This is an optimization exercise on Yosys and OpenROAD, whose aim is small area, not a production implementation.
Only simulation tests tie the RTL to the original design; equivalence was not proved.
Power and IR drop assume default switching activity.

## flow/design.v (module list and top-level ports; edited modules follow where they fit)
// module ipt_block: 921 lines
// module ipt_aoi222: 3 lines
// module ipt_nand2: 3 lines
// module ipt_a21oi: 3 lines
// module ipt_o21ai: 3 lines
// module ipt_dec: 17 lines
// module ipt_nor2: 3 lines
// module ipt_nand2b: 3 lines
// module ipt_decn: 12 lines
// module ipt_and2: 3 lines
// module ipt_a22o: 3 lines
module ipt_block (
    input  wire         clk,
    input  wire         rst,
    input  wire         cmd_valid,
    input  wire [63:0]  cmd_word,
    output wire         cmd_ready,
    input  wire         tick,
    output reg          resp_valid,
    output reg  [31:0]  resp_data,
    output reg          invoke_valid,
    output wire [31:0]  invoke_ref,
    output wire [138:0] irq_en,
    output wire [416:0] irq_pri,
    output wire [3:0]   exc_en,
    output wire [20:0]  exc_pri
);
  // ...
==> flow/flow/run.sh <==
#!/bin/bash
# Standard ORFS layout (the standard.sh) with these changes: ports are
# buffered with the smallest buffer cell, and clock tree synthesis uses
# clkbuf_8 cells in clusters of at most 14 sinks, with no dummy loads.
set -euo pipefail
bash standard.sh synth > synth_make.log 2>&1
bash standard.sh \
  "BUFFER_PORTS_ARGS=-buffer_cell sky130_fd_sc_hd__buf_1" \
  "CTS_ARGS=-sink_clustering_enable -repair_clock_nets -dont_use_dummy_load -buf_list sky130_fd_sc_hd__clkbuf_8 -sink_clustering_size 14 -sink_clustering_max_diameter 60" \
  finish > layout_make.log 2>&1
==> flow/standard.sh <==
#!/bin/bash
# synth_recipe.tcl (not shown) runs the flow's synth.tcl, then flattens the netlist and writes it again
# the make line also repeats each setting of config.mk as NAME=value (left out here)
make -C /OpenROAD-flow-scripts/flow DESIGN_CONFIG=/design/flow/config.mk WORK_HOME=/design/flow/orfs CLKGATE_MAP_FILE= SYNTH_SCRIPT=/design/flow/synth_recipe.tcl "${@:-finish}"
==> flow/config.mk <==
export PLATFORM = sky130hd
export DESIGN_NAME = ipt_block
export DESIGN_NICKNAME = ipt_block
export VERILOG_FILES = /design/flow/design.v
export SDC_FILE = /design/flow/constraint.sdc
export NUM_CORES = 4
export LEC_CHECK = 0
export CAP_MARGIN = 20
export CORE_MARGIN = 2
export CORE_UTILIZATION = 45
export SLEW_MARGIN = 20
export SYNTH_HIERARCHICAL = 1
==> flow/constraint.sdc <==
create_clock -name core_clock -period 8.0 [get_ports {clk}]
set_input_delay 1.6000 -clock core_clock [delete_from_list [all_inputs] [get_ports {clk}]]
set_output_delay 1.6000 -clock core_clock [all_outputs]
set_load 0.01 [all_outputs]
==> impl_metrics.csv, run 1 <==
group,metric,value,unit
run_status,outcome,"no timing/DRC/antenna violations",
placed_design,pre_cts_slack,1870,ps
route,via_count,24300,
critical_path,worstSetupStartpoint,"cmd_word[1]",
global_route,gr-max-usage-layer,"met2",
logic_synthesis,netlist_area,28800,µm²
global_route,met1_usage,46.0,%
power,pwr-share-seq,63.1,%
timing,setup_viol,0,
placed_design,io_buffers,715,
cts,cts_sinks,704,
logic_synthesis,synth_top_area_share,68.7,%
power,p_int,5.12,mW
critical_path,crit_fanout,5,
cells_and_area,clock_area_share,2.43,%
route,firstDrtPassIters,10,
die,die-area,66000,µm²
timing,slew_violations,0,
cells_and_area,final_common_cell,"buf_1",
power,total_power,7.08,mW
placed_design,gp_congestion,0.977,
hold_path,min_path_cells,2,
logic_synthesis,synth_fa_ha_area_share,0.869,%
power,powerClk,1.83,mW
power,switchingPower,1.95,mW
logic_synthesis,yosys.area.top_type,"edfxtp_1",
die,num_tap_cells,846,
critical_path,r2r-end,"resp_data[23]",
power,seq_power,4.46,mW
route,drt_wl_total,129000,µm
cells_and_area,n_all_buffers,790,
die,io_pins,716,
cts,cts.clk_slew.worst_paths,100,ps
cts,clockBufferDepth,3,
die,die_w,257,µm
logic_synthesis,synth-edff-count,659,
==> run 2: changes to the inputs <==
--- a/flow/design.v
+++ b/flow/design.v
@@ -58,42 +58,45 @@
     wire c_tbusywait = acc_w  & (op == 8'h14);
     wire c_setcb     = acc_w  & (op == 8'h18);
     wire c_dispatch  = acc_0  & (op == 8'h19);
     wire c_enxcpt    = acc_0  & (op == 8'h20);
     wire c_disxcpt   = acc_0  & (op == 8'h21);
     wire c_enfault   = acc_0  & (op == 8'h22);
     wire c_disfault  = acc_0  & (op == 8'h23);
     wire c_rdreg     = acc_a  & (op == 8'h30);
-    wire [2:0] d_pri = fb[2:0] & {3{~rst}};
+    wire [2:0] d_xpri = fb[2:0] & {3{~rst}};
     wire [8:0]  hi_dec;
     wire [15:0] lo_dec;
     genvar gi;
     generate
         for (gi = 0; gi < 9; gi = gi + 1) begin : g_hi
             assign hi_dec[gi] = (fa[7:4] == gi);
         end
         for (gi = 0; gi < 16; gi = gi + 1) begin : g_lo
             assign lo_dec[gi] = (fa[3:0] == gi) | rst;
         end
     endgenerate
-    wire [8:0] hi_en  = {9{c_enirq | c_disirq}} & hi_dec | {9{rst}};
-    wire [8:0] hi_pri = {9{c_setirqpri}} & hi_dec | {9{rst}};
-    wire       d_en   = c_enirq & ~rst;
-    wire [8:0]  n_hi_en  = ~hi_en;
-    wire [8:0]  n_hi_pri = ~hi_pri;
-    wire [15:0] n_lo     = ~lo_dec;
+    wire       c_irqw = c_enirq | c_disirq | c_setirqpri;
+    wire [8:0] hi_w   = {9{c_irqw}} & hi_dec | {9{rst}};
+    wire       en_cur;             
+    wire [2:0] get_pri;            
+    wire       d_en   = ~rst & (c_enirq | (~c_disirq & en_cur));
+    wire [2:0] d_pri  = {3{~rst}} & (c_setirqpri ? fb[2:0] : get_pri);
+    wire [8:0]  n_hi_w = ~hi_w;
+    wire [15:0] n_lo   = ~lo_dec;
     generate
         for (gi = 0; gi < NIRQ; gi = gi + 1) begin : g_row
-            wire we_en, we_pri;
-            ipt_nor2 u_we_en  (.a(n_hi_en[gi/16]),  .b(n_lo[gi%16]), .y(we_en));
-            ipt_nor2 u_we_pri (.a(n_hi_pri[gi/16]), .b(n_lo[gi%16]), .y(we_pri));
+            wire we;
+            ipt_nor2 u_we (.a(n_hi_w[gi/16]), .b(n_lo[gi%16]), .y(we));
             always @(posedge clk) begin
-                if (we_en)  en[gi]          <= d_en;
-                if (we_pri) ipri[3*gi +: 3] <= d_pri;
+                if (we) begin
+                    en[gi]          <= d_en;
+                    ipri[3*gi +: 3] <= d_pri;
+                end
             end
         end
     endgenerate
     wire c_exc = c_enexc | c_disexc;
     wire k3 = (fa == 8'd3), k4 = (fa == 8'd4), k5 = (fa == 8'd5);
     wire k6 = (fa == 8'd6), k7 = (fa == 8'd7), k8 = (fa == 8'd8);
     wire k9 = (fa == 8'd9);
     wire [6:0] kk = {k9, k8, k7, k6, k5, k4, k3};
@@ -102,17 +105,17 @@
         for (gi = 0; gi < 3; gi = gi + 1) begin : g_shc
             always @(posedge clk)
                 if ((c_exc & kk[gi]) | rst)
                     shc[gi] <= d_exc;
         end
         for (gi = 0; gi < 7; gi = gi + 1) begin : g_xpri
             always @(posedge clk)
                 if ((c_setexcpri & kk[gi]) | rst)
-                    xpri[3*gi +: 3] <= d_pri;
+                    xpri[3*gi +: 3] <= d_xpri;
         end
     endgenerate
     wire deliver = st_pend & gie & ~c_dispatch;
     always @(posedge clk) begin
         if (rst) begin
             gie <= 1'b1;
             gfe <= 1'b1;
         end else begin
@@ -228,50 +231,62 @@
             end else begin
                 t_enable <= en_k;
                 t_inten  <= ie_k;
                 if (tk & cur_zero)
                     cur_v <= rl_v;
             end
         end
     end
-    wire is_get = op[2];             
-    wire is_exc = op[3];             
-    wire is_rd  = ~op[2] & ~op[3];   
+    wire is_get = op[2];
+    wire is_exc = op[3];
+    wire is_rd  = op[5];
+    wire is_wr  = ~op[5] & ~op[3] & ~op[2];
     wire [NGRP-1:0] gsel;
     generate
         for (gi = 0; gi < NGRP; gi = gi + 1) begin : g_gsel
-            assign gsel[gi] = is_get ? (fa[7:2] == gi) : (is_rd & (fa == gi + 16));
+            assign gsel[gi] = (is_get | is_wr) ? (fa[7:2] == gi) : (is_rd & (fa == gi + 16));
         end
     endgenerate
     wire [3:0] gl;
     wire [4:0] esel;
     wire [6:0] kx;
     generate
         for (gi = 0; gi < 4; gi = gi + 1) begin : g_gl
             assign gl[gi] = is_get & (fa[1:0] == gi);
         end
         for (gi = 0; gi < 5; gi = gi + 1) begin : g_esel
-            assign esel[gi] = is_rd & (fa[7:4] == 4'd0) & (fa[2:0] == gi);
+            assign esel[gi] = (is_rd & (fa[7:4] == 4'd0) & (fa[2:0] == gi))
+                            | (is_wr & (fa[7:5] == gi));
         end
         for (gi = 0; gi < 7; gi = gi + 1) begin : g_kx
             assign kx[gi] = is_exc & (fa == gi + 3);
         end
     endgenerate
     wire rd_ipr = is_rd;
     wire s40 = is_rd & (fa == 8'h40);
     wire s41 = is_rd & (fa == 8'h41);
     wire s42 = is_rd & (fa == 8'h42);
     wire s43 = is_rd & (fa == 8'h43);
     wire s50 = is_rd & (fa == 8'h50);
     wire s51 = is_rd & (fa == 8'h51) & rl_v;
     wire s52 = is_rd & (fa == 8'h52) & cur_v;
     wire s60 = (is_rd & (fa == 8'h60) & cb_v) | c_setcb;
     wire s61 = is_rd & (fa == 8'h61);
     wire stat_pend = st_pend & ~gie;
+    wire [3:0]  lsel;              
+    wire [31:0] bsel;              
+    generate
+        for (gi = 0; gi < 4; gi = gi + 1) begin : g_lsel
+            assign lsel[gi] = (fa[1:0] == gi);
+        end
+        for (gi = 0; gi < 32; gi = gi + 1) begin : g_bsel
+            assign bsel[gi] = (fa[4:0] == gi);
+        end
+    endgenerate
     wire [2:0] lane0;
     wire l0_0_0;
     ipt_aoi222 u_l0_0_0 (.a1(gsel[0]), .a2(ipri[0]), .b1(gsel[1]), .b2(ipri[12]), .c1(gsel[2]), .c2(ipri[24]), .y(l0_0_0));
     wire l0_0_1;
     ipt_aoi222 u_l0_0_1 (.a1(gsel[3]), .a2(ipri[36]), .b1(gsel[4]), .b2(ipri[48]), .c1(gsel[5]), .c2(ipri[60]), .y(l0_0_1));
     wire l0_0_2;
     ipt_aoi222 u_l0_0_2 (.a1(gsel[6]), .a2(ipri[72]), .b1(gsel[7]), .b2(ipri[84]), .c1(gsel[8]), .c2(ipri[96]), .y(l0_0_2));
     wire l0_0_3;
@@ -901,16 +916,57 @@
     wire r31_1;
     ipt_aoi222 u_r31_1 (.a1(esel[3]), .a2(en[127]), .b1(rd_ipr), .b2(lane3[2]), .c1(s42), .c2(xpri[11]), .y(r31_1));
     wire r31_2;
     wire r31_2_0;
     ipt_nand2 u_r31_2_0 (.a(s43), .b(xpri[20]), .y(r31_2_0));
     wire r31_2_1;
     ipt_nand2 u_r31_2_1 (.a(s60), .b(cb[31]), .y(r31_2_1));
     assign rd_word[31] = ~(r31_0 & r31_1 & r31_2_0 & r31_2_1);
+    wire gp0_0;
+    ipt_aoi222 u_gp0_0 (.a1(lsel[0]), .a2(lane0[0]), .b1(lsel[1]), .b2(lane1[0]), .c1(lsel[2]), .c2(lane2[0]), .y(gp0_0));
+    wire gp0_1;
+    ipt_nand2 u_gp0_1 (.a(lsel[3]), .b(lane3[0]), .y(gp0_1));
+    assign get_pri[0] = ~(gp0_0 & gp0_1);
+    wire gp1_0;
+    ipt_aoi222 u_gp1_0 (.a1(lsel[0]), .a2(lane0[1]), .b1(lsel[1]), .b2(lane1[1]), .c1(lsel[2]), .c2(lane2[1]), .y(gp1_0));
+    wire gp1_1;
+    ipt_nand2 u_gp1_1 (.a(lsel[3]), .b(lane3[1]), .y(gp1_1));
+    assign get_pri[1] = ~(gp1_0 & gp1_1);
+    wire gp2_0;
+    ipt_aoi222 u_gp2_0 (.a1(lsel[0]), .a2(lane0[2]), .b1(lsel[1]), .b2(lane1[2]), .c1(lsel[2]), .c2(lane2[2]), .y(gp2_0));
+    wire gp2_1;
+    ipt_nand2 u_gp2_1 (.a(lsel[3]), .b(lane3[2]), .y(gp2_1));
+    assign get_pri[2] = ~(gp2_0 & gp2_1);
+    wire ec_0;
+    ipt_aoi222 u_ec_0 (.a1(bsel[0]), .a2(rd_word[0]), .b1(bsel[1]), .b2(rd_word[1]), .c1(bsel[2]), .c2(rd_word[2]), .y(ec_0));
+    wire ec_1;
+    ipt_aoi222 u_ec_1 (.a1(bsel[3]), .a2(rd_word[3]), .b1(bsel[4]), .b2(rd_word[4]), .c1(bsel[5]), .c2(rd_word[5]), .y(ec_1));
+    wire ec_2;
+    ipt_aoi222 u_ec_2 (.a1(bsel[6]), .a2(rd_word[6]), .b1(bsel[7]), .b2(rd_word[7]), .c1(bsel[8]), .c2(rd_word[8]), .y(ec_2));
+    wire ec_3;
+    ipt_aoi222 u_ec_3 (.a1(bsel[9]), .a2(rd_word[9]), .b1(bsel[10]), .b2(rd_word[10]), .c1(bsel[11]), .c2(rd_word[11]), .y(ec_3));
+    wire ec_4;
+    ipt_aoi222 u_ec_4 (.a1(bsel[12]), .a2(rd_word[12]), .b1(bsel[13]), .b2(rd_word[13]), .c1(bsel[14]), .c2(rd_word[14]), .y(ec_4));
+    wire ec_5;
+    ipt_aoi222 u_ec_5 (.a1(bsel[15]), .a2(rd_word[15]), .b1(bsel[16]), .b2(rd_word[16]), .c1(bsel[17]), .c2(rd_word[17]), .y(ec_5));
+    wire ec_6;
+    ipt_aoi222 u_ec_6 (.a1(bsel[18]), .a2(rd_word[18]), .b1(bsel[19]), .b2(rd_word[19]), .c1(bsel[20]), .c2(rd_word[20]), .y(ec_6));
+    wire ec_7;
+    ipt_aoi222 u_ec_7 (.a1(bsel[21]), .a2(rd_word[21]), .b1(bsel[22]), .b2(rd_word[22]), .c1(bsel[23]), .c2(rd_word[23]), .y(ec_7));
+    wire ec_8;
+    ipt_aoi222 u_ec_8 (.a1(bsel[24]), .a2(rd_word[24]), .b1(bsel[25]), .b2(rd_word[25]), .c1(bsel[26]), .c2(rd_word[26]), .y(ec_8));
+    wire ec_9;
+    ipt_aoi222 u_ec_9 (.a1(bsel[27]), .a2(rd_word[27]), .b1(bsel[28]), .b2(rd_word[28]), .c1(bsel[29]), .c2(rd_word[29]), .y(ec_9));
+    wire ec_10;
+    wire ec_10_0;
+    ipt_nand2 u_ec_10_0 (.a(bsel[30]), .b(rd_word[30]), .y(ec_10_0));
+    wire ec_10_1;
+    ipt_nand2 u_ec_10_1 (.a(bsel[31]), .b(rd_word[31]), .y(ec_10_1));
+    assign en_cur = ~(ec_0 & ec_1 & ec_2 & ec_3 & ec_4 & ec_5 & ec_6 & ec_7 & ec_8 & ec_9 & ec_10_0 & ec_10_1);
     always @(posedge clk) begin
         if (rst)
             resp_valid <= 1'b0;
         else
             resp_valid <= c_getirqpri | c_getexcpri | c_rdreg;
         resp_data <= rd_word;
     end
     assign cmd_ready = ~bw_poll;
==> flow/flow/run.sh (replaced) <==
#!/bin/bash
# Standard ORFS layout (the standard.sh) with these changes: ports are
# buffered with the smallest buffer cell, and clock tree synthesis uses
# clkbuf_4 cells in clusters of at most 8 sinks, with no dummy loads.
set -euo pipefail
bash standard.sh synth > synth_make.log 2>&1
bash standard.sh \
  "BUFFER_PORTS_ARGS=-buffer_cell sky130_fd_sc_hd__buf_1" \
  "CTS_ARGS=-sink_clustering_enable -repair_clock_nets -dont_use_dummy_load -buf_list sky130_fd_sc_hd__clkbuf_4 -sink_clustering_size 8 -sink_clustering_max_diameter 60" \
  finish > layout_make.log 2>&1
==> flow/config.mk (replaced) <==
export PLATFORM = sky130hd
export DESIGN_NAME = ipt_block
export DESIGN_NICKNAME = ipt_block
export VERILOG_FILES = /design/flow/design.v
export SDC_FILE = /design/flow/constraint.sdc
export NUM_CORES = 4
export LEC_CHECK = 0
export CAP_MARGIN = 10
export CORE_MARGIN = 2
export CORE_UTILIZATION = 45
export SLEW_MARGIN = 10
export SYNTH_HIERARCHICAL = 1
==> impl_metrics.csv, run 2 <==
group,metric,value,unit
run_status,outcome,"no timing/DRC/antenna violations",
die,die_w,255,µm
cells_and_area,largest_register_ff_count,417,
timing,finalHoldViolCount,0,
critical_path,slowest_delay,510,ps
die,die-area,65200,µm²
placed_design,dp_hpwl,112000,µm
global_route,grt_pass1_vias,23900,
global_route,grt_overflow,0,
power,pwr-share-seq,63.8,%
cts,clockBufferDepth,3,
timing,post-route-period-util,92.6,%
logic_synthesis,yosysMostFrequentCell,"edfxtp_1",
power,switchingPower,1.99,mW
power,p_sw_share,28.4,%
critical_path,worst-setup-path-type,"reg2reg",
cts,post_cts_buffers,0,
route,wire_per_inst,40.4,µm
cells_and_area,nets,2856,
logic_synthesis,yosysSeqAreaShare,72.8,%
power,p_int,5.00,mW
cells_and_area,top_register,"ipri",
cells_and_area,syn_to_final_growth,18.9,%
cells_and_area,fin_util,53.9,%
logic_synthesis,synth_top_family_by_area,"compound AO/OA/AOI/OAI gates",
critical_path,cpMaxStageDelayCell,"edfxtp_1",
route,drt_wl_total,146000,µm
critical_path,path_buf_inv,1,
critical_path,path_common_cell,"and2_1",
cts,cts-htree-levels,3,
timing,finalCriticalPeriod,7410,ps
power,powerDensity,207,nW/µm²
logic_synthesis,yosysUniqueCellTypes,64,
timing,hold_ws,503,ps
logic_synthesis,syn_nets,1977,
cts,cts_buffers,99,
cts,post_cts_resize_count,0,
hold_path,worstHoldPathType,"reg2reg",
critical_path,endpoint_kind,"flop",
critical_path,critPathLaunchType,"flop",
global_route,grt_max_degree,140,
logic_synthesis,async_reset_ff_share,0,%
route,firstDrtPassIters,13,
die,start_util,45.3,%
logic_synthesis,netlist_area,28400,µm²
timing,slew_headroom,11.8,%
run,drv_cap,0,
power,power_frac_clock,25.4,%
route,via_count,25200,
power,p_leak,11.2,nW
cells_and_area,layout_common_cells,"buf_1 (714), edfxtp_1 (659), a222oi_1 (251)",
logic_synthesis,yosys.area_share.simple,10.6,%
route,via_per_inst,6.97,
cts,cts.clk_slew.worst_paths,100,ps
power,peakVddDrop,0.144,mV
critical_path,crit_arrival,7800,ps
logic_synthesis,synth-compound-area-share,12.6,%
timing,tightest_slew,1320,ps
logic_synthesis,synth_mux_area_share,0.123,%
route,first_iter_violations,5374,
route,ant_nets,0,
placed_design,io_buffers,715,
logic_synthesis,synth_top_area_share,69.6,%
cts,clkLatencyLatePin,920,ps
logic_synthesis,ys_ff_latch,704,
critical_path,crit_fanout,139,
timing,skew,129,ps
die,rows,92,
logic_synthesis,syn_inst,1889,
die,die_h,255,µm
global_route,antenna_found_initial,10,
die,core_area,62700,µm²
logic_synthesis,synth_fa_ha_area_share,0.880,%
cts,cts_sinks,704,
logic_synthesis,synth-edff-count,659,
cells_and_area,reg_top3,"ipri x417, en x139",
timing,fin_tns_setup,0,ps
timing,rsz0062_at_grt,"false",
timing,slew_violations,0,
cells_and_area,instances_no_fill,3616,
global_route,grt_usage,43.5,%
placed_design,gp_congestion,1.02,
critical_path,crit_family,"simple AND/OR/NAND/NOR gates",
logic_synthesis,syn_area_per_cell,15.1,µm²
global_route,grt_first_pass_wirelength,197000,µm
logic_synthesis,netlist_top_cells_count,"edfxtp_1 (659), a222oi_1 (251), nor2_1 (230)",
timing,max_freq,135,MHz
cts,hold_buffers,0,
route,drc,0,
power,p_comb_share,10.7,%
cells_and_area,final_common_cell,"buf_1",
logic_synthesis,yosys.area.top_type,"edfxtp_1",
logic_synthesis,synth_area_leaders,"edfxtp_1 (70%), a222oi_1 (8.8%), dfxtp_1 (3.2%), nor2_1 (3.0%), nand2_1 (1.7%)",
logic_synthesis,synthFlopType,"edfxtp_1",
die,io_pins,716,
critical_path,critPathRequiredTime,8390,ps
placed_design,placed_cells,3513,
logic_synthesis,ys_warn_count,7,
timing,setup_viol,0,
cts,cts_tree,"yes",
cells_and_area,drive_gt1_share,9.44,%
cts,cts_root_buffer,"clkbuf_4",
logic_synthesis,synthXorXnorAreaFrac,2.06,%
run 2: cell types whose count changed after synthesis, moves of 6 or more:
cell,before,now
a222oi_1,238,251
a21oi_1,40,30
o22ai_1,13,20
o21bai_1,1,10
nor2_1,337,230
nor3_1,16,22
run 2: cells by family (layout without fill, tap and decap cells):
| logic type | Yosys count | after routing |
|---|---|---|
| buffers and inverters | 68 | 945 |
| multiplexers | 3 | 3 |
| adder cells (fa/ha/maj) | 20 | 20 |
| XOR/XNOR | 67 | 67 |
| AO/OA/AOI/OAI | 405 | 405 |
| other | 0 | 4 |
| AND/OR/NAND/NOR | 622 | 622 |
| flip-flops | 704 | 704 |
run 2: through the flow:
| step | worst slack (ps) | area [µm²] | power (mW) |
|---|---|---|---|
| 5_1_grt | 418 | 33800 | 7.16 |
| 4_1_cts | 814 | 33800 | 6.96 |
| 3_5_place_dp | 127 | 33100 | 5.26 |
| 3_3_place_gp | 299 | 33100 | 5.26 |
| 6_report | 592 | 33800 | 6.99 |
| 2_1_floorplan | 199 | 28500 | 4.76 |
run 2: path summary, 6_finish.rpt:
| kind | slack [ps] | from | depth (start not counted) | to |
|---|---|---|---|---|
| worst max-delay path | 590 | ncur[0] | 31 | en[127] |
| worst min-delay path | 500 | gfe | 2 | gfe |
| worst min register to register | 500 | gfe | 2 | gfe |
| worst max register to register | 590 | ncur[0] | 31 | en[127] |
run 2: metal layers:
layer  track usage (%)  wire, µm
met5                 0        46
met4              22.7      8960
met3              12.9     20200
met1              53.9     49200
met2              69.3     67600
run 2: power by group through the flow:
stage,combinational (mW),sequential [mW],clock (mW)
5_1_grt,0.776,4.46,1.92
2_1_floorplan,0.241,4.52,0
3_3_place_gp,0.726,4.53,0
4_1_cts,0.734,4.45,1.78
3_5_place_dp,0.730,4.53,0
6_report,0.751,4.46,1.78
run 2: per-module statistics from Yosys (local to each module, per instance), excerpt:
module	copies in the design	flip-flops and latches	cell area [µm²]
ipt_aoi222	251	0	10.0
ipt_a22o	32	0	8.76
ipt_and2	22	0	6.26
ipt_o21ai	9	0	5.00
ipt_block	1	704	24100
ipt_nor2	150	0	3.75
run 2: cell type report:
cell class / count / area, µm²
timing repair buffer: 814 / 3500
antenna: 4 / 10.0
clock buffer: 99 / 743
multi-input combinational: 1117 / 7680
fill: 5522 / 28900
tap: 846 / 1060
sequential: 704 / 20700
inverter: 32 / 120
run 2: tightest hold or removal path, stage by stage, from the launching register on:
cell      delay (ps)
dfxtp_1          350
mux2i_1           70
nand2b_1          60
==> run 3: changes to the inputs <==
--- a/flow/config.mk
+++ b/flow/config.mk
@@ -9,3 +9,3 @@
 export CORE_MARGIN = 2
-export CORE_UTILIZATION = 45
+export CORE_UTILIZATION = 50
 export SLEW_MARGIN = 10
==> impl_metrics.csv, run 3 <==
group,metric,value,unit
run_status,outcome,"no timing/DRC/antenna violations",
cts,cts_sinks,704,
route,ant_nets,0,
critical_path,path_common_cell,"and2_1",
critical_path,cpMaxStageDelayCell,"edfxtp_1",
placed_design,dp_hpwl,109000,µm
hold_path,min_path_cells,2,
timing,finalCriticalPeriod,7090,ps
die,die_h,242,µm
placed_design,gp_congestion,1.03,
critical_path,r2r-end,"en[9]",
power,power_frac_clock,25.4,%
placed_design,place_area,32900,µm²
logic_synthesis,yosysSeqAreaShare,72.8,%
timing,post-route-period-util,88.6,%
timing,max_freq,141,MHz
cells_and_area,fin_util,59.9,%
logic_synthesis,syn_area_per_cell,15.1,µm²
die,io_pins,716,
power,switchingPower,1.98,mW
cells_and_area,final_common_cell,"buf_1",
cts,cts_tree,"yes",
logic_synthesis,synth_top_area_share,69.6,%
timing,skew,165,ps
critical_path,crit_fanout,107,
cells_and_area,nets,2865,
cells_and_area,layout_common_cells,"buf_1 (714), edfxtp_1 (659), a222oi_1 (251)",
power,powerDensity,207,nW/µm²
power,pwr-share-seq,64.1,%
cts,post_cts_resize_count,0,
global_route,grt_overflow,0,
cells_and_area,fin_area,33700,µm²
global_route,grt_pass1_vias,23900,
critical_path,path_buf_inv,1,
route,via_per_inst,7.20,
cells_and_area,largest_register_ff_count,417,
hold_path,worstHoldPathType,"reg2reg",
route,drt_wl_total,141000,µm
logic_synthesis,yosysUniqueCellTypes,64,
global_route,grt_max_degree,140,
cells_and_area,fillCellCount,4652,
hold_path,worstHoldEndpoint,"invoke_valid",
logic_synthesis,ys_ff_latch,704,
logic_synthesis,netlist_area,28400,µm²
hold_path,min-delay-start,"st_pend",
cells_and_area,regArea,20700,µm²
logic_synthesis,ys_warn_count,7,
logic_synthesis,synthFlopType,"edfxtp_1",
placed_design,io_buffers,715,
logic_synthesis,synth_area_leaders,"edfxtp_1 (70%), a222oi_1 (8.8%), dfxtp_1 (3.2%), nor2_1 (3.0%), nand2_1 (1.7%)",
timing,rsz0062_at_grt,"false",
die,die_w,242,µm
critical_path,critPathLaunchType,"flop",
die,core_area,56300,µm²
cells_and_area,drive_gt1_share,9.51,%
timing,tightest_slew,1290,ps
cells_and_area,multi_input_comb_area,7670,µm²
timing,hold_ws,477,ps
cts,clockBufferDepth,3,
timing,fin_tns_setup,0,ps
route,drc,0,
cts,post_cts_buffers,0,
route,via_count,25500,
cts,cts-htree-levels,3,
global_route,grt_usage,46.7,%
logic_synthesis,yosysMostFrequentCell,"edfxtp_1",
die,rows,87,
cts,cts_buffers,99,
run,drv_cap,0,
critical_path,critPathRequiredTime,8530,ps
cts,hold_buffers,0,
die,start_util,50.5,%
cells_and_area,syn_to_final_growth,18.7,%
critical_path,r2r_slack,910,ps
power,p_leak,11.2,nW
critical_path,reg2regPathDepth,31,
power,peakVddDrop,0.126,mV
cts,clkLatencyLatePin,950,ps
critical_path,slowest_delay,510,ps
power,p_comb_share,10.5,%
route,first_iter_violations,5448,
critical_path,crit_arrival,7620,ps
die,die-area,58800,µm²
logic_synthesis,netlist_top_cells_count,"edfxtp_1 (659), a222oi_1 (251), nor2_1 (230)",
cells_and_area,reg_top3,"ipri x417, en x139",
logic_synthesis,yosys.area.top_type,"edfxtp_1",
power,p_int,5.00,mW
logic_synthesis,syn_nets,1977,
critical_path,endpoint_kind,"flop",
route,wire_per_inst,39.9,µm
timing,setup_viol,0,
timing,slew_violations,0,
timing,slew_headroom,13.8,%
logic_synthesis,syn_inst,1889,
cts,cts.clk_slew.worst_paths,100,ps
critical_path,r2r-start,"ncur[0]",
logic_synthesis,async_reset_ff_share,0,%
power,p_sw_share,28.4,%
route,firstDrtPassIters,12,
logic_synthesis,synth-edff-count,659,
cells_and_area,top_register,"ipri",
critical_path,crit_family,"simple AND/OR/NAND/NOR gates",
global_route,grt_first_pass_wirelength,191000,µm
cts,cts_root_buffer,"clkbuf_4",
critical_path,worst-setup-path-type,"reg2reg",
timing,finalHoldViolCount,0,
global_route,antenna_found_initial,7,
run 3: cell counts after synthesis:
No cell type changed its count.
run 3: modules after synthesis (local to each module, per instance), a selection:
module | cells inside | flip-flops and latches
ipt_a21oi | 1 | 0
ipt_a22o | 1 | 0
ipt_and2 | 1 | 0
ipt_aoi222 | 1 | 0
ipt_block | 1286 | 704
ipt_nand2 | 1 | 0
ipt_nand2b | 1 | 0
ipt_nor2 | 1 | 0
ipt_o21ai | 1 | 0
run 3: worst min-delay path, stage by stage, from the launching register on:
cell and delay [ps]:
dfxtp_1 320, nand2_1 60, a21oi_1 80
run 3: area by class of cell:
class                   count  area share [%]
flip-flops and latches    704            61.3
multi-input cells        1117            22.7
repair buffers            823            10.5
well taps                 756            2.80
clock buffers              99            2.20
inverters                  32           0.356
diodes                      9          0.0668
run 3: cells by family after synthesis:
group | Yosys count | share of synthesized area [%]
flip-flops | 704 | 72.8
AND/OR/NAND/NOR | 622 | 10.6
AO/OA/AOI/OAI | 405 | 12.6
buffers and inverters | 68 | 0.929
XOR/XNOR | 67 | 2.06
adder cells (fa/ha/maj) | 20 | 0.880
multiplexers | 3 | 0.123
run 3: worst max-delay path by stage:
stage | from | to | slack, ps | depth (start not counted)
floorplan | cmd_word[54] | ipri[0] | 200 | 13
global placement | cmd_word[58] | en[90] | 620 | 18
detailed placement | cmd_word[53] | en[90] | 520 | 18
CTS | ncur[0] | en[8] | 1010 | 31
global route | ncur[0] | en[9] | 650 | 31
finish | ncur[0] | en[9] | 910 | 31
run 3: metal layers:
layer  up-vias  global-route usage, %  wire length [µm]
li1       9739                      -                 -
met1     12500                   57.9             46200
met2      2739                   72.2             63800
met3       479                   15.1             21100
met4         6                   27.2             10200
met5         -                      0                34
run 3: power by group through the flow:
stage,registers [mW],logic (mW),clock network (mW)
final,4.48,0.734,1.77
after floorplan,4.52,0.241,0
after CTS,4.45,0.712,1.76
after global placement,4.54,0.704,0
after global routing,4.47,0.757,1.90
after detailed placement,4.54,0.707,0
run 3: stage by stage:
step / power [mW] / std cells / setup WS (ps)
CTS: 6.93 / 3529 / 1010
finish: 6.98 / 3540 / 913
detailed placement: 5.24 / 3430 / 520
floorplan: 4.76 / 1889 / 199
global placement: 5.24 / 3430 / 619
global route: 7.12 / 3534 / 649
==> run 4: changes to the inputs <==
--- a/flow/config.mk
+++ b/flow/config.mk
@@ -7,6 +7,6 @@
 export LEC_CHECK = 0
-export CAP_MARGIN = 10
+export CAP_MARGIN = 5
 export CORE_MARGIN = 2
-export CORE_UTILIZATION = 50
-export SLEW_MARGIN = 10
+export CORE_UTILIZATION = 45
+export SLEW_MARGIN = 5
 export SYNTH_HIERARCHICAL = 1
==> impl_metrics.csv, run 4 <==
group,metric,value,unit
global_route,grt_overflow,0,
cells_and_area,final_common_cell,"buf_1",
cells_and_area,reg_top3,"ipri x417, en x139",
timing,skew,129,ps
global_route,grt_usage,43.5,%
logic_synthesis,ys_ff_latch,704,
logic_synthesis,synth_area_leaders,"edfxtp_1 (70%), a222oi_1 (8.8%), dfxtp_1 (3.2%), nor2_1 (3.0%), nand2_1 (1.7%)",
logic_synthesis,syn_area_per_cell,15.1,µm²
power,total_power,6.99,mW
logic_synthesis,async_reset_ff_share,0,%
cts,cts-htree-levels,3,
power,p_int,5.00,mW
critical_path,r2r_slack,590,ps
critical_path,crit_fanout,139,
logic_synthesis,ys_warn_count,7,
power,p_sw_share,28.4,%
route,wire_per_inst,40.4,µm
cells_and_area,drive_gt1_share,9.44,%
global_route,grt_pass1_vias,23900,
cells_and_area,layout_common_cells,"buf_1 (714), edfxtp_1 (659), a222oi_1 (251)",
critical_path,cpMaxStageDelayCell,"edfxtp_1",
power,p_leak,11.2,nW
cts,hold_buffers,0,
cells_and_area,top_register,"ipri",
placed_design,placed_cells,3513,
run,drv_cap,0,
placed_design,io_buffers,715,
cts,cts_sinks,704,
logic_synthesis,syn_nets,1977,
cells_and_area,regArea,20700,µm²
logic_synthesis,yosysMostFrequentCell,"edfxtp_1",
cells_and_area,nets,2856,
route,drt_wl_total,146000,µm
route,ant_nets,0,
die,io_pins,716,
logic_synthesis,synth_top_area_share,69.6,%
logic_synthesis,syn_inst,1889,
run_status,outcome,"no timing/DRC/antenna violations",
logic_synthesis,synthFlopType,"edfxtp_1",
cells_and_area,largest_register_ff_count,417,
route,via_per_inst,6.97,
cts,post_cts_resize_count,0,
die,die_h,255,µm
die,rows,92,
cts,clockBufferDepth,3,
cells_and_area,syn_to_final_growth,18.9,%
placed_design,dp_hpwl,112000,µm
power,power_frac_clock,25.4,%
timing,setup_viol,0,
route,via_count,25200,
global_route,grt_max_degree,140,
timing,max_freq,135,MHz
die,die_w,255,µm
cts,cts_root_buffer,"clkbuf_4",
timing,post-route-period-util,92.6,%
hold_path,worstHoldPathType,"reg2reg",
critical_path,path_common_cell,"and2_1",
critical_path,endpoint_kind,"flop",
timing,finalCriticalPeriod,7410,ps
cts,post_cts_buffers,0,
cells_and_area,fillCellCount,5522,
critical_path,reg2regPathDepth,31,
logic_synthesis,synth-edff-count,659,
global_route,antenna_found_initial,10,
power,pwr-share-seq,63.8,%
logic_synthesis,yosysSeqAreaShare,72.8,%
power,p_comb_share,10.7,%
timing,fin_tns_setup,0,ps
critical_path,critPathRequiredTime,8390,ps
die,core_area,62700,µm²
cells_and_area,multi_input_comb_area,7680,µm²
timing,rsz0062_at_grt,"false",
cts,cts.clk_slew.worst_paths,100,ps
die,die-area,65200,µm²
power,powerDensity,207,nW/µm²
logic_synthesis,yosys.area.top_type,"edfxtp_1",
critical_path,worst-setup-path-type,"reg2reg",
timing,finalHoldViolCount,0,
critical_path,critPathLaunchType,"flop",
die,start_util,45.3,%
power,peakVddDrop,0.144,mV
timing,slew_headroom,11.8,%
power,switchingPower,1.99,mW
hold_path,min_path_cells,2,
cts,cts_tree,"yes",
critical_path,slowest_delay,510,ps
route,firstDrtPassIters,13,
cts,cts_buffers,99,
timing,tightest_slew,1320,ps
timing,slew_violations,0,
critical_path,crit_arrival,7800,ps
logic_synthesis,netlist_area,28400,µm²
cts,clkLatencyLatePin,920,ps
global_route,grt_first_pass_wirelength,197000,µm
cells_and_area,instances_no_fill,3616,
logic_synthesis,yosysUniqueCellTypes,64,
route,drc,0,
route,first_iter_violations,5374,
logic_synthesis,netlist_top_cells_count,"edfxtp_1 (659), a222oi_1 (251), nor2_1 (230)",
placed_design,gp_congestion,1.02,
-- run 4: logic make-up (layout without fill, tap and decap cells) --
group                      after synthesis  count (layout)  synth area share (%)
xor gates and xnor gates                67              67                  2.06
DFF                                    704             704                  72.8
AOI/OAI and AO/OA                      405             405                  12.6
adders and majority gates               20              20                 0.880
muxes                                    3               3                 0.123
other                                    0               4                     0
and+or+nand+nor                        622             622                  10.6
buffers and inverters                   68             945                 0.929
-- run 4: critical path, delay by kind of cell, from the launching register on --
| family | cells | cell delay, ps |
|---|---|---|
| AO/OA/AOI/OAI | 4 | 970 |
| XOR/XNOR | 1 | 180 |
| buffers and inverters | 1 | 210 |
| flip-flops | 1 | 510 |
| AND/OR/NAND/NOR | 25 | 4820 |
-- run 4: metrics by stage --
step	util (%)	instance area (µm²)	hold slack (ps)	worst slack [ps]
6_report	53.9	33800	503	592
5_1_grt	53.9	33800	525	418
4_1_cts	53.9	33800	504	814
3_5_place_dp	52.7	33100	479	127
3_3_place_gp	52.7	33100	465	299
2_1_floorplan	-	28500	442	199
-- run 4: power groups by stage --
stage	combinational, mW	clock, mW	sequential, mW
2_1_floorplan	0.241	0	4.52
3_3_place_gp	0.726	0	4.53
3_5_place_dp	0.730	0	4.53
4_1_cts	0.734	1.78	4.45
5_1_grt	0.776	1.92	4.46
6_report	0.751	1.78	4.46
-- run 4: modules after synthesis (local to each module, per instance), a selection --
module      cells inside  times used
ipt_aoi222             1         251
ipt_a21oi              1          10
ipt_block           1286           1
ipt_o21ai              1           9
ipt_a22o               1          32
ipt_nor2               1         150
ipt_nand2              1          72
ipt_nand2b             1          10
ipt_and2               1          22
-- run 4: cell type report --
type                            count  share of cell area [%]
Inverter                           32                   0.355
Antenna cell                        4                  0.0296
Sequential cell                   704                    61.2
Multi-Input combinational cell   1117                    22.7
Tap cell                          846                    3.13
Timing Repair Buffer              814                    10.4
Clock buffer                       99                    2.20
-- run 4: layer usage --
metal / global-route usage, % / wire, µm / share of wire, %
met1: 53.9 / 49200 / 34
met2: 69.3 / 67600 / 46
met3: 12.9 / 20200 / 14
met4: 22.7 / 8960 / 6.1
met5: 0 / 46 / 0.031
-- run 4: final timing paths --
path         endpoint    start
min               gfe      gfe
min reg2reg       gfe      gfe
max reg2reg   en[127]  ncur[0]
max           en[127]  ncur[0]
==> run 5: changes to the inputs <==
==> flow/flow/run.sh (replaced) <==
#!/bin/bash
# Standard ORFS layout (the standard.sh) with these changes after the
# standard synthesis: ports are buffered with the smallest buffer cell; clock
# tree synthesis uses clkbuf_4 cells in clusters of at most 8 sinks, with no
# dummy loads; and after global routing the resizer downsizes gates on paths
# with positive slack (ORFS's RECOVER_POWER step, all such paths).
set -euo pipefail
bash standard.sh synth > synth_make.log 2>&1
bash standard.sh \
  "RECOVER_POWER=100" \
  "BUFFER_PORTS_ARGS=-buffer_cell sky130_fd_sc_hd__buf_1" \
  "CTS_ARGS=-sink_clustering_enable -repair_clock_nets -dont_use_dummy_load -buf_list sky130_fd_sc_hd__clkbuf_4 -sink_clustering_size 8 -sink_clustering_max_diameter 60" \
  finish > layout_make.log 2>&1
--- a/flow/config.mk
+++ b/flow/config.mk
@@ -7,6 +7,6 @@
 export LEC_CHECK = 0
-export CAP_MARGIN = 5
+export CAP_MARGIN = 10
 export CORE_MARGIN = 2
 export CORE_UTILIZATION = 45
-export SLEW_MARGIN = 5
+export SLEW_MARGIN = 10
 export SYNTH_HIERARCHICAL = 1
==> impl_metrics.csv, run 5 <==
group,metric,value,unit
run_status,outcome,"complete, but fails checks",
run_status,checkFailReasons,"max-capacitance violations, max-slew violations",
critical_path,critPathLaunchType,"input pin",
timing,setup_viol,0,
power,peakVddDrop,0.143,mV
hold_path,worstHoldPathType,"reg2reg",
placed_design,place_area,33100,µm²
timing,tightest_slew,2240,ps
logic_synthesis,syn_area_per_cell,15.1,µm²
cts,cts_root_buffer,"clkbuf_4",
timing,fin_tns_setup,0,ps
cts,cts-htree-levels,3,
logic_synthesis,synthFlopType,"edfxtp_1",
cells_and_area,syn_to_final_growth,17.9,%
cts,hold_buffers,0,
placed_design,io_buffers,715,
die,io_pins,716,
die,core_area,62700,µm²
cts,cts_tree,"yes",
cells_and_area,reg_top3,"ipri x417, en x139",
timing,slew_headroom,-49.3,%
timing,skew,124,ps
cells_and_area,instances_no_fill,3616,
cells_and_area,fillCellCount,5571,
logic_synthesis,synth_top_area_share,69.6,%
route,firstDrtPassIters,10,
placed_design,dp_hpwl,112000,µm
die,rows,92,
logic_synthesis,async_reset_ff_share,0,%
die,start_util,45.3,%
cts,clockBufferDepth,3,
global_route,grt_usage,43.5,%
cells_and_area,drive_gt1_share,7.85,%
logic_synthesis,synth_area_leaders,"edfxtp_1 (70%), a222oi_1 (8.8%), dfxtp_1 (3.2%), nor2_1 (3.0%), nand2_1 (1.7%)",
logic_synthesis,yosys.area.top_type,"edfxtp_1",
cts,post_cts_resize_count,0,
global_route,grt_pass1_vias,23900,
logic_synthesis,syn_nets,1977,
cts,cts.clk_slew.worst_paths,90,ps
global_route,grt_first_pass_wirelength,197000,µm
route,drt_wl_total,147000,µm
logic_synthesis,ys_warn_count,7,
critical_path,r2r_slack,530,ps
route,via_count,25400,
cells_and_area,largest_register_ff_count,417,
route,first_iter_violations,5256,
logic_synthesis,yosysSeqAreaShare,72.8,%
placed_design,placed_cells,3513,
global_route,grt_max_degree,140,
critical_path,endpoint_kind,"flop",
route,drc,0,
critical_path,worst-setup-path-type,"in2reg",
power,p_leak,11.0,nW
critical_path,critPathRequiredTime,8330,ps
die,die_h,255,µm
cells_and_area,top_register,"ipri",
timing,max_freq,131,MHz
die,die-area,65200,µm²
timing,finalCriticalPeriod,7660,ps
cells_and_area,fin_area,33500,µm²
global_route,grt_overflow,0,
logic_synthesis,ys_ff_latch,704,
route,wire_per_inst,40.5,µm
logic_synthesis,yosysMostFrequentCell,"edfxtp_1",
placed_design,gp_congestion,1.02,
critical_path,crit_arrival,7990,ps
cts,cts_buffers,99,
cells_and_area,nets,2856,
power,powerDensity,208,nW/µm²
route,via_per_inst,7.02,
logic_synthesis,syn_inst,1889,
run,drv_cap,16,
cts,post_cts_buffers,0,
cells_and_area,layout_common_cells,"buf_1 (681), edfxtp_1 (659), a222oi_1 (251)",
timing,post-route-period-util,95.7,%
cells_and_area,final_common_cell,"buf_1",
logic_synthesis,netlist_area,28400,µm²
logic_synthesis,yosysUniqueCellTypes,64,
critical_path,crit_fanout,93,
route,ant_nets,0,
die,die_w,255,µm
global_route,antenna_found_initial,10,
logic_synthesis,synth-edff-count,659,
cts,clkLatencyLatePin,930,ps
logic_synthesis,netlist_top_cells_count,"edfxtp_1 (659), a222oi_1 (251), nor2_1 (230)",
timing,hold_ws,499,ps
timing,finalHoldViolCount,0,
timing,slew_violations,647,
cts,cts_sinks,704,
timing,rsz0062_at_grt,"false",
[run 5: path summary, 6_finish.rpt]
check                 endpoint    startpoint  depth (start not counted)
setup / recovery      ipri[18]  cmd_word[51]                         14
hold / removal    invoke_valid       st_pend                          2
setup reg to reg       en[127]       ncur[0]                         31
hold reg to reg   invoke_valid       st_pend                          2
[run 5: final cells by class]
| class | instances | area (µm²) | area share [%] |
|---|---|---|---|
| repair buffers | 814 | 3340 | 9.97 |
| multi-input cells | 1117 | 7570 | 22.6 |
| diodes | 4 | 10.0 | 0.0299 |
| well taps | 846 | 1060 | 3.16 |
| clock buffers | 99 | 743 | 2.22 |
| inverters | 32 | 120 | 0.358 |
| flip-flops and latches | 704 | 20700 | 61.7 |
[run 5: routing by layer]
metal | GRT usage, % | share of wire [%] | vias up
met5 | 0 | 0.031 | -
met4 | 22.7 | 6.1 | 8
met3 | 12.9 | 14 | 456
met2 | 69.3 | 46 | 2534
met1 | 53.9 | 34 | 12700
li1 | - | - | 9721
[run 5: kinds of logic after synthesis]
kind of cell | synth area share, %
xor gates and xnor gates | 2.06
and+or+nand+nor | 10.6
adders and majority gates | 0.880
DFF | 72.8
AOI/OAI and AO/OA | 12.6
muxes | 0.123
buffers and inverters | 0.929
[run 5: per-stage QoR]
| stage | power (mW) | util, % | setup slack (ps) |
|---|---|---|---|
| after floorplan | 4.76 | - | 199 |
| after global placement | 5.26 | 52.7 | 299 |
| after detailed placement | 5.26 | 52.7 | 127 |
| after CTS | 6.96 | 53.9 | 814 |
| after global routing | 7.15 | 53.4 | 228 |
| final | 6.98 | 53.4 | 341 |
[run 5: where the power goes]
group	leakage (nW)	switching [mW]	total, mW	internal (mW)
Sequential	6.79	0.201	4.47	4.27
Combinational	3.76	0.572	0.732	0.160
Clock	0.455	1.22	1.78	0.564
[run 5: Yosys stat by module (local to each module, per instance), excerpt]
module | copies in the design | flops+latches | cell area, µm² | cells
ipt_a21oi | 10 | 0 | 8.76 | 1
ipt_a22o | 32 | 0 | 8.76 | 1
ipt_and2 | 22 | 0 | 6.26 | 1
ipt_aoi222 | 251 | 0 | 10.0 | 1
ipt_nand2 | 72 | 0 | 3.75 | 1
ipt_nand2b | 10 | 0 | 6.26 | 1
ipt_nor2 | 150 | 0 | 3.75 | 1
ipt_o21ai | 9 | 0 | 5.00 | 1
[run 5: worst max-delay path, cell delays in order]
cell and delay [ps]:
clkbuf_1 200, nor2_1 640, nand3_1 650, nor3_1 350, a21oi_1 60, nor2_1 790
clkbuf_1 330, a222oi_1 180, nand4_1 320, or4_1 360, a222oi_1 100, and3_1 220
nor3_1 450, clkbuf_2 1690

what the ideal ports hide:
How much do the figures lean on ideal ports? The routed layouts below were timed once more, with nothing changed but the port constraints.
Step 1, drivers: a clkbuf_16 drives clk and a buf_2 each remaining input, both assumed.
Step 2 adds t to the input delays and takes it off the output delays; t is the mean of the earliest and latest rising clock arrival at the registers after step 1. Input paths then give back, and output paths get back, about the clock's delay inside the block.
a / b / c = no drivers / after step 1 / after step 2; a / b = the first two.
| run | t, ns | slack for setup (ns) | slew at the worst register clock pin (ns) | worst data-port slew with drivers (ns) |
|---|---|---|---|---|
| run 1 | 0.764 | 2.549 / 2.501 / 1.737 | 0.10 / 0.10 | 0.11 |
| run 2 | 0.923 | 0.592 / 0.592 / -0.280 | 0.11 / 0.11 | 0.14 |
| run 3 | 0.923 | 0.913 / 0.913 / 0.145 | 0.12 / 0.12 | 0.09 |
| run 4 | 0.923 | 0.592 / 0.592 / -0.280 | 0.11 / 0.11 | 0.14 |
| run 5 | 0.927 | 0.341 / 0.371 / -0.556 | 0.11 / 0.11 | 0.15 |
For run 5, which loses most, drivers alone change the setup slack by +0.030 ns; drivers and shift together by -0.897 ns.
